Context: an optimization exercise on an open-source flow, tuned for small area. The choices shown serve that exercise and are no tape-out recipe. RTL that was checked went through simulation tests only; none was proved equivalent to the original. No activity file was given, so power comes from the tool's default toggle rates.

Setup of rev 12:
Design gpcodec, start of the top module:
module gpcodec #(
    parameter integer CLK_KHZ = 1         
) (
    input  wire         clk,
    input  wire         rst,              
    input  wire         start,
    input  wire [7:0]   op_in,
    input  wire [1:0]   narg_in,
    input  wire [31:0]  a0_in,
    input  wire [31:0]  a1_in,
    input  wire [31:0]  a2_in,
    input  wire [4:0]   rx_sel,
    output wire         busy,
    output wire         done,
    output wire         fail,
    output wire         rvalid,
    output wire [2:0]   rkind,
    output wire [3:0]   fcode,
    output wire [31:0]  cmd,
    output wire [7:0]   rx_byte,
    output wire [5:0]   rxlen,
    output wire [7:0]   r_byte,
    output wire [15:0]  r_u16,
    output wire [8:0]   r_acc_x,
    output wire [8:0]   r_acc_y,
    output wire [8:0]   r_acc_z,
    output wire [31:0]  r_tbits,
    output wire [31:0]  r_hbits,
    output wire [135:0] r_tc100,
    output wire         r_tc100_valid,
    output wire [135:0] r_hc100,
    output wire         r_hc100_valid,
    output wire         req_valid,
    output wire [1:0]   req_kind,
    output wire [6:0]   req_addr,
    input  wire         rsp_valid,
    input  wire         rsp_last,
    input  wire         rsp_fault,
    input  wire [7:0]   rsp_data
);
Size: ~1500 cells after synthesis, about 590 flip-flops, ~580 I/O pins.
export LEC_CHECK = 0
export CAP_MARGIN = 20
export CORE_MARGIN = 2
export CORE_UTILIZATION = 75
export PLACE_DENSITY = 0.85
export SLEW_MARGIN = 20
create_clock -name core_clock -period 20.0 [get_ports {clk}]
standard.sh (not shown) runs the stock make flow with config.mk's settings and CLKGATE_MAP_FILE= SYNTH_SCRIPT=/design/flow/synth_recipe.tcl, a recipe that flattens the netlist after the stock synthesis.
==> flow/flow/run.sh <==
#!/bin/bash
# Layout flow: the standard ORFS flow (standard.sh) with three changes, all
# aimed at cell area (the timing at 20 ns has a wide margin):
#  - synthesis maps the logic with an area-oriented ABC script (flow/area.abc)
#    instead of ORFS's speed script; everything else in the synthesis is the
#    standard one (synth_recipe.tcl), so the registers are the same;
#  - port buffers are sky130_fd_sc_hd__buf_1 instead of ORFS's default pick;
#  - the clock tree uses clkbuf cells of one size with larger sink clusters and
#    no dummy loads.
# Each tool's output is in standard.log and in orfs/logs/.
set -euo pipefail
work=$(pwd)

# synthesis script: the standard one, with the ABC script swapped
cat > "$work/synth_area.tcl" <<EOT
proc abc {args} {
  set i [lsearch -exact \$args -script]
  if {\$i >= 0} { set args [lreplace \$args [expr {\$i + 1}] [expr {\$i + 1}] $work/flow/area.abc] }
  yosys abc {*}\$args
}
source $work/synth_recipe.tcl
EOT
sed "s#$work/synth_recipe.tcl#$work/synth_area.tcl#" standard.sh > standard_area.sh
grep -q "synth_area.tcl" standard_area.sh

export BUFFER_PORTS_ARGS="-buffer_cell sky130_fd_sc_hd__buf_1"
export CTS_ARGS="-sink_clustering_enable -repair_clock_nets -dont_use_dummy_load -buf_list sky130_fd_sc_hd__clkbuf_8 -sink_clustering_size 16 -sink_clustering_max_diameter 80"
bash standard_area.sh > standard.log 2>&1
==> flow/flow/area.abc <==
strash
&get -n
&deepsyn -T 60
&put
balance
rewrite
refactor
balance
rewrite
rewrite -z
balance
refactor -z
rewrite -z
balance
dch -f
amap
[inputs] rev 13 vs rev 12
Settings: swapping 0.85 for 0.75 in PLACE_DENSITY; swapping 75 for 60 in CORE_UTILIZATION.
-- flow/flow/area.abc --
<<< rev 12, line 1
strash
&get -n
&deepsyn -T 60
&put
balance
>>> rev 13, line 1
strash
balance
Findings:
STATUS power: rev 13 wins against rev 12. The combinational power in rev 13 is 0.73 times that in rev 12. Compared with rev 12, in rev 13 peak ir drop on the vdd network lost 22%, post-synthesis instance area grew by about 0.55%, routing usage on met1 has decreased, number of buffers and inverters on the critical path went down. A worst setup path endpoint of rx_byte[2] is what rev 12 shows, while rx_byte[1] belongs to rev 13.
No run of this note included a check of the RTL's function; only the layout flow was run.

========
gpcodec, a different RTL version from the one above (not shown whole).
Size in the first run: ~1400 cells after synthesis, ~590 flip-flops, about 580 I/O pins.
## gpcodec
module gpcodec #(
    parameter integer CLK_KHZ = 1         
) (
    input  wire         clk,
    input  wire         rst,              
    input  wire         start,
    input  wire [7:0]   op_in,
    input  wire [1:0]   narg_in,
    input  wire [31:0]  a0_in,
    input  wire [31:0]  a1_in,
    input  wire [31:0]  a2_in,
    input  wire [4:0]   rx_sel,
    output wire         busy,
    output wire         done,
    output wire         fail,
    output wire         rvalid,
    output wire [2:0]   rkind,
    output wire [3:0]   fcode,
    output wire [31:0]  cmd,
    output wire [7:0]   rx_byte,
    output wire [5:0]   rxlen,
    output wire [7:0]   r_byte,
    output wire [15:0]  r_u16,
    output wire [8:0]   r_acc_x,
    output wire [8:0]   r_acc_y,
    output wire [8:0]   r_acc_z,
    output wire [31:0]  r_tbits,
    output wire [31:0]  r_hbits,
    output wire [135:0] r_tc100,
    output wire         r_tc100_valid,
    output wire [135:0] r_hc100,
    output wire         r_hc100_valid,
    output wire         req_valid,
    output wire [1:0]   req_kind,
    output wire [6:0]   req_addr,
    input  wire         rsp_valid,
    input  wire         rsp_last,
    input  wire         rsp_fault,
    input  wire [7:0]   rsp_data
);
export LEC_CHECK = 0
export CAP_MARGIN = 20
export CORE_MARGIN = 2
export CORE_UTILIZATION = 70
export PLACE_DENSITY = 0.85
export SLEW_MARGIN = 20
create_clock -name core_clock -period 20.0 [get_ports {clk}]
==> flow/flow/area.abc <==
strash
&get -n
&deepsyn -T 60
&put
balance
rewrite
refactor
balance
rewrite
rewrite -z
balance
refactor -z
rewrite -z
balance
dch -f
amap
Scripts as last shown in full above: flow/flow/run.sh
The starting point completed with no timing, DRC or antenna violations.
Edit:
--- a/flow/flow/run.sh
+++ b/flow/flow/run.sh
@@ -26,3 +26,3 @@
 export BUFFER_PORTS_ARGS="-buffer_cell sky130_fd_sc_hd__buf_1"
-export CTS_ARGS="-sink_clustering_enable -repair_clock_nets -dont_use_dummy_load -buf_list sky130_fd_sc_hd__clkbuf_8 -sink_clustering_size 16 -sink_clustering_max_diameter 80"
+export CTS_ARGS="-sink_clustering_enable -repair_clock_nets -dont_use_dummy_load -buf_list sky130_fd_sc_hd__clkbuf_8 -sink_clustering_size 14 -sink_clustering_max_diameter 70"
 bash standard_area.sh > standard.log 2>&1
- CORE_UTILIZATION: 70 -> 60
- PLACE_DENSITY: 0.85 -> 0.75
Effect: Synthesized cell count stays the same; register-to-register slack gets worse by 0.02 ns; non-clock buffer count goes up by 3; flip-flop and latch count is unchanged; global-route usage goes down by 5.0 points; clock skew goes up by 0.014 ns; setup slack gets worse by 0.14 ns; via count stays flat.
Edit:
--- a/flow/flow/run.sh
+++ b/flow/flow/run.sh
@@ -26,3 +26,3 @@
 export BUFFER_PORTS_ARGS="-buffer_cell sky130_fd_sc_hd__buf_1"
-export CTS_ARGS="-sink_clustering_enable -repair_clock_nets -dont_use_dummy_load -buf_list sky130_fd_sc_hd__clkbuf_8 -sink_clustering_size 14 -sink_clustering_max_diameter 70"
+export CTS_ARGS="-sink_clustering_enable -repair_clock_nets -dont_use_dummy_load -buf_list sky130_fd_sc_hd__clkbuf_8 -sink_clustering_size 15 -sink_clustering_max_diameter 75"
 bash standard_area.sh > standard.log 2>&1
Clock-buffer cell count is lower by 3; clock power is lower slightly; final area stays flat; total power is lower slightly; worst setup slack gets better by 0.096 ns.
Edit:
--- a/flow/flow/run.sh
+++ b/flow/flow/run.sh
@@ -26,3 +26,3 @@
 export BUFFER_PORTS_ARGS="-buffer_cell sky130_fd_sc_hd__buf_1"
-export CTS_ARGS="-sink_clustering_enable -repair_clock_nets -dont_use_dummy_load -buf_list sky130_fd_sc_hd__clkbuf_8 -sink_clustering_size 15 -sink_clustering_max_diameter 75"
+export CTS_ARGS="-sink_clustering_enable -repair_clock_nets -dont_use_dummy_load -buf_list sky130_fd_sc_hd__clkbuf_8 -sink_clustering_size 16 -sink_clustering_max_diameter 80"
 bash standard_area.sh > standard.log 2>&1
- CORE_UTILIZATION: 60 -> 65
- PLACE_DENSITY: 0.75 -> 0.8
Effect: Hold slack is better by 0.010 ns. Power went down by 1.1%. Die area went down by 7.5%. Global-route usage went up by 1.4 points.
Edit:
--- a/flow/flow/run.sh
+++ b/flow/flow/run.sh
@@ -26,3 +26,3 @@
 export BUFFER_PORTS_ARGS="-buffer_cell sky130_fd_sc_hd__buf_1"
-export CTS_ARGS="-sink_clustering_enable -repair_clock_nets -dont_use_dummy_load -buf_list sky130_fd_sc_hd__clkbuf_8 -sink_clustering_size 16 -sink_clustering_max_diameter 80"
+export CTS_ARGS="-sink_clustering_enable -repair_clock_nets -dont_use_dummy_load -buf_list sky130_fd_sc_hd__clkbuf_8 -sink_clustering_size 17 -sink_clustering_max_diameter 85"
 bash standard_area.sh > standard.log 2>&1
What happened: The changed run passed the timing, DRC and antenna checks; power decreases slightly; routed wire length stays flat; fmax barely changes; non-clock buffer count is unchanged.
Edit:
--- a/flow/flow/run.sh
+++ b/flow/flow/run.sh
@@ -26,3 +26,3 @@
 export BUFFER_PORTS_ARGS="-buffer_cell sky130_fd_sc_hd__buf_1"
-export CTS_ARGS="-sink_clustering_enable -repair_clock_nets -dont_use_dummy_load -buf_list sky130_fd_sc_hd__clkbuf_8 -sink_clustering_size 17 -sink_clustering_max_diameter 85"
+export CTS_ARGS="-sink_clustering_enable -repair_clock_nets -dont_use_dummy_load -buf_list sky130_fd_sc_hd__clkbuf_8 -sink_clustering_size 15 -sink_clustering_max_diameter 75"
 bash standard_area.sh > standard.log 2>&1
Result: The changed run completed without violations; utilization went up by 0.21 points; die area is unchanged; synthesized cell count does not change; design area hardly moves; total power rises by 1.8%; cell count barely changes; non-clock buffer count stays the same; clock power climbs by 7.0%.

port drivers added, routing unchanged:
How much do the figures lean on ideal ports? The routed layouts below were timed once more, with nothing changed but the port constraints. Step 1 sets driving cells, clkbuf_16 on the clock port and buf_2 on the other inputs (assumed; they add their load-dependent delay and slew). Step 2, shift: input delay + t, output delay - t, t = (earliest + latest rising clock arrival at the registers) / 2. This alone moves slack from input paths to output paths. Slacks: no drivers / after step 1 / after step 2; pairs: no drivers / after step 1.
| run | t (ns) | setup WS [ns] | hold slack, ns |
|---|---|---|---|
| rev 12 | 0.659 | 6.840 / 6.728 / 6.728 | 0.335 / 0.335 / 0.335 |
| rev 13 | 0.676 | 7.232 / 7.207 / 7.207 | 0.337 / 0.337 / 0.337 |
| the first run of note 2 | 0.615 | 8.643 / 8.579 / 8.579 | 0.338 / 0.338 / 0.338 |
| the second run of note 2 | 0.685 | 8.507 / 8.450 / 8.450 | 0.335 / 0.335 / 0.335 |
| the third run of note 2 | 0.683 | 8.603 / 8.501 / 8.501 | 0.325 / 0.325 / 0.325 |
| the fourth run of note 2 | 0.659 | 8.578 / 8.512 / 8.512 | 0.335 / 0.335 / 0.335 |
| the fifth run of note 2 | 0.643 | 8.567 / 8.504 / 8.504 | 0.323 / 0.323 / 0.323 |
| the sixth run of note 2 | 0.680 | 8.526 / 8.458 / 8.458 | 0.334 / 0.334 / 0.334 |
After both steps every run listed still meets setup and hold. For rev 12, which loses most, drivers alone change the setup slack by -0.112 ns; drivers and shift together by -0.112 ns.
